This design comes from an exercise in tuning for small area on the open sky130 flow, not from production work. Only simulation tests tie the RTL to the original design; equivalence was not proved. Power is estimated from default activity; no workload was simulated.

File: config.mk
export PLATFORM = sky130hd
export DESIGN_NAME = shufflish_core
export DESIGN_NICKNAME = shufflish_core
export VERILOG_FILES = /design/flow/design.v
export SDC_FILE = /design/flow/constraint.sdc
export NUM_CORES = 4
export LEC_CHECK = 0
export ABC_AREA = 1
export CAP_MARGIN = 20
export CORE_MARGIN = 2
export CORE_UTILIZATION = 40
export CTS_CLUSTER_DIAMETER = 90
export CTS_CLUSTER_SIZE = 28
export PLACE_DENSITY = 0.85
export SLEW_MARGIN = 20
File: constraint.sdc
create_clock -name core_clock -period 12.0 [get_ports {clk}]
set_input_delay 2.4000 -clock core_clock [delete_from_list [all_inputs] [get_ports {clk}]]
set_output_delay 2.4000 -clock core_clock [all_outputs]
set_load 0.01 [all_outputs]
File: design.v
module shufflish_core (
    input  wire        clk,
    input  wire        rst_n,
    input  wire        req_valid,
    output wire        req_ready,
    input  wire        req_write,
    input  wire [7:0]  req_addr,
    input  wire [63:0] req_wdata,
    output wire        rsp_valid,
    output wire        rsp_err,
    output wire [63:0] rsp_rdata
);
    localparam integer W  = 4;            
    localparam integer P  = 64 / W;       
    localparam integer PB = 4;            
    localparam [PB-1:0] PLAST = P - 1;
    localparam [PB-1:0] PPEN  = P - 2;
    localparam [63:0] ID_VALUE = 64'h5348_5546_0001_0000;
    localparam [3:0] S_IDLE = 4'd0,  S_COPY = 4'd1,  S_GCD  = 4'd2,  S_CLRU = 4'd3,
                     S_REM  = 4'd4,  S_CORR = 4'd5,  S_EV1  = 4'd7,
                     S_EV2  = 4'd8,  S_EV3  = 4'd9,  S_P1   = 4'd10, S_P2   = 4'd11,
                     S_EVF1 = 4'd12, S_FIN  = 4'd14;
    localparam [1:0] G_SHU = 2'd0, G_SHV = 2'd1, G_SUBV = 2'd2, G_SWP = 2'd3;
    localparam [1:0] X_U2 = 2'd0, X_U = 2'd1, X_A = 2'd2, X_ASH = 2'd3;
    localparam [1:0] Z_0 = 2'd0, Z_A = 2'd1, Z_PRE = 2'd2, Z_POST = 2'd3;
    localparam [1:0] Y_0 = 2'd0, Y_C = 2'd1, Y_NC = 2'd2;
    reg  [PB-1:0] ph;
    wire          phf = (ph == {PB{1'b0}});    
    wire          phl = (ph == PLAST);         
    wire          php = (ph == PPEN);          
    reg           clr;        
    reg           cfg_z;      
    reg           res_zero;   
    reg [63:0] opa, opb, opc, opd, res, cdom, cpri, cpre, cpost;
    reg [63:0] ra, rb, rc, rd, ru;
    reg [3:0]  st;
    reg [5:0]  cw;
    reg        rsv;
    reg [2:0]  ecode;
    reg [3:0]  err, last_op;
    reg        overrun, cfg_valid;
    reg [1:0]  cfg_mode;
    reg        fst;           
    reg        fmz;           
    reg [1:0]  gop;
    reg        su, sa, sv;    
    reg        c1, c2, c3;    
    reg        cx, cx2;       
    reg        cs, cs2;       
    reg        bbit;          
    reg        a0;            
    reg        gc;            
    reg        fc;            
    reg        fvnz, funz, fun1;
    reg        bus_act, bus_wr;
    reg [3:0]  bus_idx;
    reg        rsp_q, rsp_err_q;
    wire [3:0] op   = cw[3:0];
    wire [1:0] mode = cw[5:4];
    wire       con  = (op == 4'd4);
    assign req_ready = phl & ~bus_act;
    wire       acc      = req_valid & req_ready;
    wire       bad      = (req_addr[2:0] != 3'd0) || (req_addr >= 8'h68);
    wire [3:0] idx      = req_addr[6:3];
    wire       eng_free = (st == S_IDLE) || (st == S_FIN);
    wire       cmd_wr   = acc & req_write & ~bad & (idx == 4'd2);
    wire       cmd_go   = cmd_wr & eng_free;
    wire       cmd_ovr  = cmd_wr & ~eng_free;
    wire       stat_clr = acc & req_write & ~bad & (idx == 4'd1) & req_wdata[3];
    assign rsp_valid = rsp_q;
    assign rsp_err   = rsp_err_q;
    wire busy  = (st != S_IDLE);
    wire res_z = busy & con;
    reg  [W-1:0] id_d, stat_d;
    always @(*) begin
        case (ph)
            4'd4:    id_d = 4'h1;
            4'd8:    id_d = 4'h6;
            4'd9:    id_d = 4'h4;
            4'd10:   id_d = 4'h5;
            4'd11:   id_d = 4'h5;
            4'd12:   id_d = 4'h8;
            4'd13:   id_d = 4'h4;
            4'd14:   id_d = 4'h3;
            4'd15:   id_d = 4'h5;
            default: id_d = 4'h0;
        endcase
        case (ph)
            4'd0:    stat_d = {overrun, 1'b0, cfg_valid, busy};
            4'd2:    stat_d = err;
            4'd4:    stat_d = last_op;
            default: stat_d = 4'h0;
        endcase
    end
    reg  [W-1:0] rdd;
    always @(*) begin
        case (bus_idx)
            4'd0:    rdd = id_d;
            4'd1:    rdd = stat_d;
            4'd3:    rdd = opa[W-1:0];
            4'd4:    rdd = opb[W-1:0];
            4'd5:    rdd = opc[W-1:0];
            4'd6:    rdd = opd[W-1:0];
            4'd7:    rdd = (res_z | res_zero) ? {W{1'b0}} : res[W-1:0];
            4'd8:    rdd = cfg_z ? {W{1'b0}} : cdom[W-1:0];
            4'd9:    rdd = cfg_z ? {W{1'b0}} : cpri[W-1:0];
            4'd10:   rdd = cfg_z ? {W{1'b0}} : cpre[W-1:0];
            4'd11:   rdd = cfg_z ? {W{1'b0}} : cpost[W-1:0];
            4'd12:   rdd = phf ? {2'b00, cfg_mode} : 4'h0;
            default: rdd = {W{1'b0}};    
        endcase
    end
    wire [W-1:0] xh = (bus_act & ~bus_wr) ? rdd : {W{1'b0}};
    reg  [63-W:0] xr;      
    reg  [W-1:0]  xl;      
    assign rsp_rdata = {xh, xr};
    always @(posedge clk) begin
        xr <= {xh, xr[63-W:W]} | (acc ? req_wdata[63:W] : {(64-W){1'b0}});
        xl <= xr[W-1:0] | (acc ? req_wdata[W-1:0] : {W{1'b0}});
    end
    wire [W-1:0] ut = ru[W-1:0];
    wire [W-1:0] vt = res[W-1:0];
    wire [W-1:0] at = ra[W-1:0];
    wire [W-1:0] bt = rb[W-1:0];
    wire [W-1:0] ct = rc[W-1:0];
    wire [W-1:0] dt = rd[W-1:0];
    wire [W-1:0] ush = {phl ? 1'b0 : ru[W],  ut[W-1:1]};    
    wire [W-1:0] vsh = {phl ? 1'b0 : res[W], vt[W-1:1]};    
    wire [W-1:0] ash = {phl ? 1'b0 : ra[W],  at[W-1:1]};    
    reg  [1:0] xsel, zsel, ysel;
    reg        xinv;
    wire [1:0] scr_m   = (st == S_EV3) ? cfg_mode : mode;
    wire       scr_neg = (scr_m == 2'd1) | ((scr_m == 2'd2) & ~a0) | ((scr_m == 2'd3) & a0);
    always @(*) begin
        xsel = X_U; zsel = Z_0; ysel = Y_0; xinv = 1'b0;
        case (st)
            S_REM, S_P1: begin
                xsel = X_U2; ysel = su ? Y_C : Y_NC;
            end
            S_CORR: begin
                xsel = X_U; ysel = su ? Y_C : Y_0;
            end
            S_EV1: begin
                xsel = X_U; zsel = Z_PRE; ysel = su ? Y_0 : Y_NC;
            end
            S_EV2: begin
                xsel = X_A; ysel = sa ? Y_C : Y_0;
            end
            S_P2: begin
                xsel = X_U; zsel = bbit ? Z_A : Z_0; ysel = su ? Y_0 : Y_NC;
            end
            S_EVF1: begin
                xsel = X_U; zsel = Z_POST; ysel = su ? Y_0 : Y_NC;
            end
            S_EV3: begin
                xsel = scr_m[1] ? X_ASH : X_A; xinv = scr_neg; ysel = scr_neg ? Y_C : Y_0;
            end
            S_FIN: begin
                if (op == 4'd2) begin
                    xsel = scr_m[1] ? X_ASH : X_A; xinv = scr_neg; ysel = scr_neg ? Y_C : Y_0;
                end else begin
                    xsel = X_U; ysel = su ? Y_C : Y_0;
                end
            end
            default: ;
        endcase
    end
    wire         inj = (st == S_REM) ? ra[63] : 1'b0;    
    reg  [W-1:0] xd0;
    reg          x64;
    always @(*) begin
        case (xsel)
            X_U2:    begin xd0 = {ut[W-2:0], phf ? inj : cx}; x64 = ut[W-1]; end
            X_U:     begin xd0 = ut;  x64 = su; end
            X_A:     begin xd0 = at;  x64 = sa; end
            default: begin xd0 = ash; x64 = 1'b0; end
        endcase
    end
    wire [W-1:0] xd = xd0 ^ {W{xinv}};
    reg  [W-1:0] zd;
    always @(*) begin
        case (zsel)
            Z_A:     zd = at;
            Z_PRE:   zd = cpre[W-1:0];
            Z_POST:  zd = cpost[W-1:0];
            default: zd = {W{1'b0}};
        endcase
    end
    wire [W-1:0] yd  = (ysel == Y_C) ? ct : (ysel == Y_NC) ? ~ct : {W{1'b0}};
    wire         y64 = (ysel == Y_NC);
    wire [W:0]   s1  = {1'b0, xd} + {1'b0, zd} + {{W{1'b0}}, (phf ? 1'b0 : c1)};
    wire [W:0]   s2  = {1'b0, s1[W-1:0]} + {1'b0, yd} + {{W{1'b0}}, (phf ? y64 : c2)};
    wire [W-1:0] alu = s2[W-1:0];
    wire         sgn = x64 ^ xinv ^ s1[W] ^ y64 ^ s2[W];    
    wire         rem2 = (st == S_REM);
    wire [W-1:0] x2d  = rem2 ? {vt[W-2:0], phf ? rd[63] : cx2} : vt;
    wire         x2_64 = rem2 ? vt[W-1] : sv;
    wire         y2n  = rem2 & ~sv;                  
    wire [W-1:0] y2d  = y2n ? ~ct : (sv ? ct : {W{1'b0}});
    wire [W:0]   s3   = {1'b0, x2d} + {1'b0, y2d} + {{W{1'b0}}, (phf ? y2n : c3)};
    wire [W-1:0] alu2 = s3[W-1:0];
    wire         sgn2 = x2_64 ^ y2n ^ s3[W];
    wire         swp = (gop == G_SWP);
    wire [W-1:0] gp  = swp ? ush : vsh;
    wire [W-1:0] gq  = swp ? vsh : ush;
    wire [W:0]   gs  = {1'b0, gp} + {1'b0, ~gq} + {{W{1'b0}}, (phf ? 1'b1 : gc)};
    wire [W-1:0] gd  = gs[W-1:0];
    reg [W-1:0] uh, vh, ah, bh, chd, dh;
    always @(*) begin
        uh = ut; vh = vt; ah = at; bh = bt; chd = ct; dh = dt;
        case (st)
            S_COPY: begin
                ah  = opa[W-1:0];
                bh  = (op == 4'd3) ? cpri[W-1:0] : opb[W-1:0];
                chd = (op == 4'd3) ? cdom[W-1:0] : opc[W-1:0];
                dh  = opd[W-1:0];
                uh  = con ? opb[W-1:0] : (op == 4'd2) ? opa[W-1:0] : {W{1'b0}};
                vh  = opc[W-1:0];
            end
            S_GCD: begin
                case (gop)
                    G_SHU:   uh = ush;
                    G_SHV:   vh = vsh;
                    G_SUBV:  vh = gd;
                    default: begin uh = vt; vh = gd; end
                endcase
            end
            S_CLRU: begin
                uh = {W{1'b0}};
                vh = {W{1'b0}};
            end
            S_REM: begin
                uh = alu;
                ah = {at[W-2:0], phf ? fst : cs};
                vh = alu2;
                dh = {dt[W-2:0], phf ? 1'b0 : cs2};
            end
            S_CORR: begin
                ah = alu;
                uh = {W{1'b0}};
                dh = alu2;
            end
            S_EV1: begin
                ah = alu;
                uh = {W{1'b0}};
            end
            S_EV2, S_EV3: ah = alu;
            S_P1: begin
                uh = alu;
                bh = {bt[W-2:0], phf ? fst : cs};
            end
            S_P2, S_EVF1: uh = alu;
            default: ;
        endcase
    end
    wire [W:0] cmp   = {1'b0, vh} + {1'b0, ~uh} + {{W{1'b0}}, (phf ? 1'b0 : fc)};
    wire       vle_f = ~cmp[W];
    wire       vz_f  = ~((phf ? 1'b0 : fvnz) | (|vh));
    wire       uz_f  = ~((phf ? 1'b0 : funz) | (|uh));
    wire       u1_f  = ~((phf ? 1'b0 : fun1) | (phf ? (uh != {{(W-1){1'b0}}, 1'b1}) : (|uh)));
    wire       c63_f = vh[W-1];
    wire [W-1:0] mks   = (st == S_REM) ? ah : bt;
    wire       mk_nz = (phf ? 1'b0 : fmz) | (phl ? (|mks[W-2:0]) : (|mks));
    wire       mk_end = ~mk_nz & mks[W-1];
    wire       u0    = ru[W];     
    wire       v0    = res[W];
    wire       con_ok  = con & ~rsv & (ecode == 3'd0);
    wire       inst    = (st == S_FIN) & con_ok;
    wire       fin_val = (st == S_FIN) & (ecode == 3'd0) & ~con;
    wire       wr_pass = bus_act & bus_wr;
    wire [W-1:0] opa_h   = clr ? {W{1'b0}} : (wr_pass && bus_idx == 4'd3) ? xl : opa[W-1:0];
    wire [W-1:0] opb_h   = clr ? {W{1'b0}} : (wr_pass && bus_idx == 4'd4) ? xl : opb[W-1:0];
    wire [W-1:0] opc_h   = clr ? {W{1'b0}} : (wr_pass && bus_idx == 4'd5) ? xl : opc[W-1:0];
    wire [W-1:0] opd_h   = clr ? {W{1'b0}} : (wr_pass && bus_idx == 4'd6) ? xl : opd[W-1:0];
    wire [W-1:0] res_h   = (st == S_FIN) ? (fin_val ? alu : {W{1'b0}}) :
                           res_z ? vh : res[W-1:0];
    wire [W-1:0] cdom_h  = inst ? ct : cdom[W-1:0];
    wire [W-1:0] cpri_h  = inst ? bt : cpri[W-1:0];
    wire [W-1:0] cpre_h  = inst ? at : cpre[W-1:0];
    wire [W-1:0] cpost_h = inst ? dt : cpost[W-1:0];
    always @(posedge clk) begin
        opa   <= {opa_h,   opa[63:W]};
        opb   <= {opb_h,   opb[63:W]};
        opc   <= {opc_h,   opc[63:W]};
        opd   <= {opd_h,   opd[63:W]};
        res   <= {res_h,   res[63:W]};
        cdom  <= {cdom_h,  cdom[63:W]};
        cpri  <= {cpri_h,  cpri[63:W]};
        cpre  <= {cpre_h,  cpre[63:W]};
        cpost <= {cpost_h, cpost[63:W]};
        ra    <= {ah,  ra[63:W]};
        rb    <= {bh,  rb[63:W]};
        rc    <= {chd, rc[63:W]};
        rd    <= {dh,  rd[63:W]};
        ru    <= {uh,  ru[63:W]};
    end
    always @(posedge clk) begin
        c1   <= s1[W];
        c2   <= s2[W];
        c3   <= s3[W];
        cx   <= ut[W-1];
        cx2  <= vt[W-1];
        cs   <= (st == S_REM) ? at[W-1] : bt[W-1];
        cs2  <= dt[W-1];
        gc   <= gs[W];
        fc   <= cmp[W];
        fvnz <= ~vz_f;
        funz <= ~uz_f;
        fun1 <= ~u1_f;
        fmz  <= mk_nz;
        if (phl) begin
            a0 <= ra[W];
            if (st == S_P1) bbit <= bt[W-1];
            case (st)
                S_COPY:                     su <= 1'b0;
                S_CLRU:                     begin su <= 1'b0; sv <= 1'b0; end
                S_REM:                      begin su <= sgn; sv <= sgn2; end
                S_P1, S_P2, S_EVF1:         su <= sgn;
                S_CORR, S_EV1:              begin sa <= sgn; su <= 1'b0; end
                S_EV2:                      sa <= sgn;
                default: ;
            endcase
            fst <= ~(st == S_REM || st == S_P1 || st == S_P2);
        end
        if (acc) begin
            bus_wr  <= req_write;
            bus_idx <= bad ? 4'hF : idx;
        end
        if (cmd_go) begin
            cw  <= req_wdata[5:0];
            rsv <= (req_wdata[63:6] != 58'd0);
        end
    end
    wire illegal = rsv
                 || !(op == 4'd1 || op == 4'd2 || op == 4'd3 || op == 4'd4)
                 || ((op == 4'd1 || op == 4'd3) && mode != 2'd0);
    reg [3:0] g_next;       
    reg [1:0] g_op;
    reg       g_fail;
    always @(*) begin
        g_op   = G_SUBV;
        g_fail = 1'b0;
        g_next = S_GCD;
        if (vz_f) begin
            if (u1_f) g_next = S_CLRU;
            else begin g_next = S_FIN; g_fail = 1'b1; end
        end else if (!u0 && !v0) begin
            g_next = S_FIN; g_fail = 1'b1;
        end else if (!u0) g_op = G_SHU;
        else if (!v0)     g_op = G_SHV;
        else if (vle_f)   g_op = G_SWP;
        else              g_op = G_SUBV;
    end
    always @(posedge clk) begin
        if (phl) begin
            gop <= g_op;
            if (st == S_COPY) begin
                if (illegal) ecode <= 3'd1;
                else case (op)
                    4'd1: ecode <= vz_f ? 3'd2 : 3'd0;
                    4'd2: ecode <= (vz_f | vle_f) ? 3'd3 : 3'd0;
                    4'd3: ecode <= cfg_valid ? 3'd0 : 3'd6;
                    default: ecode <= (vz_f | c63_f) ? 3'd4 :
                                      (uz_f | vle_f | g_fail) ? 3'd5 : 3'd0;
                endcase
            end else if (st == S_GCD && g_fail)
                ecode <= 3'd5;
        end
    end
    always @(posedge clk or negedge rst_n) begin
        if (!rst_n) begin
            ph        <= {PB{1'b0}};
            clr       <= 1'b1;
            cfg_z     <= 1'b1;
            res_zero  <= 1'b1;
            bus_act   <= 1'b0;
            rsp_q     <= 1'b0;
            rsp_err_q <= 1'b0;
            st        <= S_IDLE;
            err       <= 4'd0;
            last_op   <= 4'd0;
            overrun   <= 1'b0;
            cfg_valid <= 1'b0;
            cfg_mode  <= 2'd0;
        end else begin
            ph        <= ph + 1'b1;
            if (phl) clr <= 1'b0;
            rsp_q     <= php & bus_act;
            rsp_err_q <= php & bus_act & (bus_idx == 4'hF);
            if (acc)      bus_act <= 1'b1;
            else if (phl) bus_act <= 1'b0;
            if (stat_clr) overrun <= 1'b0;
            if (cmd_ovr)  overrun <= 1'b1;
            if (phl) begin
                case (st)
                    S_IDLE: if (cmd_go) st <= S_COPY;
                    S_COPY: begin
                        if (illegal) st <= S_FIN;
                        else case (op)
                            4'd1: st <= vz_f ? S_FIN : S_REM;
                            4'd2: st <= S_FIN;
                            4'd3: st <= cfg_valid ? S_REM : S_FIN;
                            default:
                                if (vz_f | c63_f | uz_f | vle_f) st <= S_FIN;
                                else st <= g_next;
                        endcase
                    end
                    S_GCD:  st <= g_next;
                    S_CLRU: st <= S_REM;
                    S_REM:  if (mk_end) st <= (op == 4'd3) ? S_EV1 : S_CORR;
                    S_CORR: st <= con ? S_FIN : S_P1;
                    S_EV1:  st <= S_EV2;
                    S_EV2:  st <= S_EV3;
                    S_EV3:  st <= S_P1;
                    S_P1:   st <= S_P2;
                    S_P2:   if (mk_end) st <= (op == 4'd3) ? S_EVF1 : S_FIN;
                            else st <= S_P1;
                    S_EVF1: st <= S_FIN;
                    S_FIN: begin
                        res_zero <= 1'b0;
                        if (con_ok) cfg_z <= 1'b0;
                        err     <= {1'b0, ecode};
                        last_op <= op;
                        if (con && !rsv) begin
                            cfg_valid <= (ecode == 3'd0);
                            if (ecode == 3'd0) cfg_mode <= mode;
                        end
                        st <= cmd_go ? S_COPY : S_IDLE;
                    end
                    default: st <= S_IDLE;
                endcase
            end
        end
    end
endmodule
File: flow/run.sh
#!/bin/bash
# Layout flow: the standard flow (standard synthesis, floorplan, power
# grid, placement, routing) with two changes:
#  - the port buffers are the smallest buffer cell, sky130_fd_sc_hd__buf_1,
#    rather than the one buffer_ports picks by default;
#  - clock tree synthesis inserts no dummy loads, clusters up to 28 sinks
#    within 90 um per leaf buffer, and uses smaller buffers for the upper
#    levels of the tree (clkbuf_8 root, clkbuf_4 tree).
# Each step's full output goes to its own log file in this folder.
set -euo pipefail
bash standard.sh synth > synth.log 2>&1
bash standard.sh finish \
  'BUFFER_PORTS_ARGS=-buffer_cell sky130_fd_sc_hd__buf_1' \
  'CTS_ARGS=-sink_clustering_enable -repair_clock_nets -dont_use_dummy_load -sink_clustering_size 28 -sink_clustering_max_diameter 90 -tree_buf sky130_fd_sc_hd__clkbuf_4 -root_buf sky130_fd_sc_hd__clkbuf_8' \
  > layout.log 2>&1
File: standard.sh
#!/bin/bash
# synth_recipe.tcl (not shown) runs the flow's synth.tcl, then flattens the netlist and writes it again
# the make line also repeats each setting of config.mk as NAME=value (left out here)
make -C /OpenROAD-flow-scripts/flow DESIGN_CONFIG=/design/flow/config.mk WORK_HOME=/design/flow/orfs CLKGATE_MAP_FILE= SYNTH_SCRIPT=/design/flow/synth_recipe.tcl "${@:-finish}"
==> results.cfg <==
[synthesis]
yosys_warnings = 1
ys.flop_type = dfxtp_1
ys_seq_area_share_pct = 79.6
synthDistinctLibCells = 53
ys_ff_latch = 1021
synth_cells = 2063
synth_edf_count = 23
syn_area_per_cell_um2 = 12.7
synthArstFlopShare_pct = 2.45
syn_nets = 2167
syn_area_um2 = 26100

[floorplan]
ios = 143
die-area_um2 = 67400
placementRows = 93
chipWidth_um = 260
start_util_pct = 40.5
core_um2 = 64600
dieHeight_um = 260

[critical_path]
crit_top_cell = nand2_1
start_kind = flop
cp-end-kind = flop
slowest_stage = dfrtp_1
slowest_delay_ns = 0.47
reg2reg_from = st[2]$_DFFE_PN0P_
critPathKind = flop to flop
critPathMaxFanout = 15
cp.required_ns = 12.59
reg2reg_depth = 31
rrSetupSlack_ns = 6.10
worstPathArrival_ns = 6.49
worst_r2r_endpoint = ecode[1]$_SDFFCE_PP0P_

[sta]
timing.setup.tns_ns = 0
tightest_slew_ns = 0.784
min_period_ns = 5.90
setup_viol = 0
maxSlewViolCount = 0
fmax_ghz = 0.170
period_share_pct = 49.1
slew-limit-headroom_pct = 47.7
grt_setup_unrepaired = false
finalHoldViolations = 0
fin_ws_ns = 6.10
fin_skew_ns = 0.138

[grt]
antenna_found_initial = 2
met2_usage_pct = 24.4
grt_util_met1_pct = 19.4
grt_max_degree = 42
gr-usage-met3_pct = 3.06
grt_pass1_vias = 13900
top_usage_layer = met2
grt_pass1_wl_mm = 77.2
gr-usage-all-layers_pct = 15.1
grt-ovfl-total = 0

[cts]
cts_setup_buffers = 0
htreeDepth = 2
cts.sinks = 1021
cts_made_buffers = 43
clockBufferDepth = 3
clkTransAtPathRegs_ns = 0.11
cts_tree = done
post_cts_resized = 0
hold_buffers = 0
root_buffer = clkbuf_8
insertion_delay_ns = 0.75

[pwr]
power_density_nw_per_um2 = 174
p_leak_uw = 0.0120
vdd_drop_max_mv = 0.140

[placement]
hpwlAfterDp_mm = 36.6
post-place-ws_ns = 6.28
dpl_cell_area_um2 = 27700
portBuffers = 142
gp_congestion = 0.958
place_inst = 3037

[hold_path]
min_path_cells = 0
holdPathEnd = ru[50]$_DFF_P_
hold_start = ru[54]$_DFF_P_
holdCritPathClass = flop to flop

[layout]
num-fill-cells = 5706
final_area_um2 = 28700
final_util_pct = 44.4
nets = 2331
final_cell_mix = dfxtp_1, nand2_1, inv_1
drive_above_1_share_pct = 5.48
syn_to_final_growth_pct = 9.77
layout_commonest_cell = dfxtp_1
final_cells = 3082

[drt]
drtPass1Iterations = 5
drtIter0Drc = 1230
drtAntennaViolNets = 0
drcViolationCount = 0
vias_per_cell = 4.63
routed_wl_mm = 51.3
wl_per_cell_um = 16.6
vias = 14300

[outcome]
status = finished clean

[flow_run]
max_cap_viol_count = 0
where the power goes:
part / internal, uW / switching (uW) / leakage [uW]
combinational: 16.5 / 27.5 / 0.00303
clock: 602 / 925 / 0.000504
sequential: 3410 / 7.38 / 0.00842
worst max path at each step:
stage                      start                     end  slack (ns)  cells after the start
6_report       st[2]$_DFFE_PN0P_  ecode[1]$_SDFFCE_PP0P_        6.10                     31
3_5_place_dp   st[2]$_DFFE_PN0P_  ecode[1]$_SDFFCE_PP0P_        6.28                     31
4_1_cts        st[2]$_DFFE_PN0P_  ecode[1]$_SDFFCE_PP0P_        6.23                     31
2_1_floorplan  st[0]$_DFFE_PN0P_  ecode[1]$_SDFFCE_PP0P_        7.14                     28
3_3_place_gp   st[2]$_DFFE_PN0P_  ecode[1]$_SDFFCE_PP0P_        6.38                     31
5_1_grt        st[2]$_DFFE_PN0P_  ecode[1]$_SDFFCE_PP0P_        5.59                     31
kinds of logic (layout without fill, tap and decap cells):
family          count (synthesis)  after routing  share of synthesized area, %
fa+ha+maj                      28             28                          1.51
flops                        1021           1021                          79.6
compound gates                262            262                          6.50
simple gates                  504            504                          8.39
buf+inv                       230            392                          3.39
xor+xnor                       16             16                         0.565
mux                             2              2                        0.0861
other cells                     0              2                             0
cell usage after synthesis (4+ instances only):
cell type | instances | area share, %
nor2_1 | 111 | 1.6
nand2_2 | 11 | 0.26
a31o_2 | 22 | 0.74
nor4_1 | 9 | 0.22
nand3_1 | 60 | 1.1
inv_2 | 6 | 0.086
nand4_1 | 22 | 0.53
o21ai_0 | 83 | 1.6
nor2_2 | 6 | 0.14
nor3_1 | 10 | 0.19
nor2_4 | 4 | 0.17
o221ai_1 | 4 | 0.13
o21bai_1 | 41 | 1.2
clkbuf_1 | 22 | 0.32
edfxtp_1 | 23 | 2.6
nand2_1 | 256 | 3.7
a21oi_1 | 39 | 0.75
ha_1 | 22 | 1.1
buf_2 | 5 | 0.096
a211oi_1 | 19 | 0.55
dfxtp_1 | 973 | 75
o22ai_1 | 14 | 0.34
xnor2_1 | 4 | 0.13
xor2_1 | 11 | 0.37
dfrtp_1 | 22 | 2.1
o211ai_1 | 11 | 0.32
fa_1 | 6 | 0.46
or2_2 | 5 | 0.12
inv_1 | 193 | 2.8
o2111ai_1 | 7 | 0.23
critical path, delay by kind of cell (launching register included):
family | cells | cell delay, ns
AO/OA/AOI/OAI | 6 | 1.18
XOR/XNOR | 2 | 0.28
adder cells (fa/ha/maj) | 4 | 1.55
buffers and inverters | 4 | 0.36
flip-flops | 1 | 0.47
AND/OR/NAND/NOR | 15 | 1.89
metal layers:
metal  up-vias  part of all wire, %
met5         -                    0
li1       6887                    -
met1      6668                   43
met4         0                  4.7
met2       599                   45
met3       131                  7.4
area by class of cell:
| cell class | count | area (um^2) | area share [%] |
|---|---|---|---|
| diodes | 2 | 5.00 | 0.0174 |
| inverters | 200 | 752 | 2.62 |
| well taps | 855 | 1070 | 3.73 |
| multi-input cells | 812 | 4470 | 15.6 |
| repair buffers | 149 | 586 | 2.04 |
| clock buffers | 43 | 1020 | 3.55 |
| flip-flops and latches | 1021 | 20800 | 72.5 |
metrics by stage:
stage | hold WS (ns) | total power (uW)
2_1_floorplan | 0.310 | 3510
3_3_place_gp | 0.310 | 3540
3_5_place_dp | 0.312 | 3540
4_1_cts | 0.199 | 5030
5_1_grt | 0.210 | 5150
6_report | 0.212 | 4990

## separate check: timing with driven ports
How much do the figures lean on ideal ports? The routed layout below was timed once more, with nothing changed but the port constraints. Step 1 sets driving cells, clkbuf_16 on the clock port and buf_2 on the other inputs (assumed; they add their load-dependent delay and slew). Step 2 also shifts input and output timing later by t, the mid clock arrival at the registers, as if the neighbouring blocks saw the same clock. a / b / c = ideal / step 1 / step 2; a / b = the first two.
t (ns): 0.727
slack for setup (ns): 6.102 / 6.102 / 6.102
hold slack, ns: 0.212 / 0.212 / 0.212
latest minus earliest clock arrival (ns): 0.162 / 0.163
After both steps setup and hold are still met in this run. The setup slack of this run moves by 0.000 ns with the drivers and by 0.000 ns with both steps.
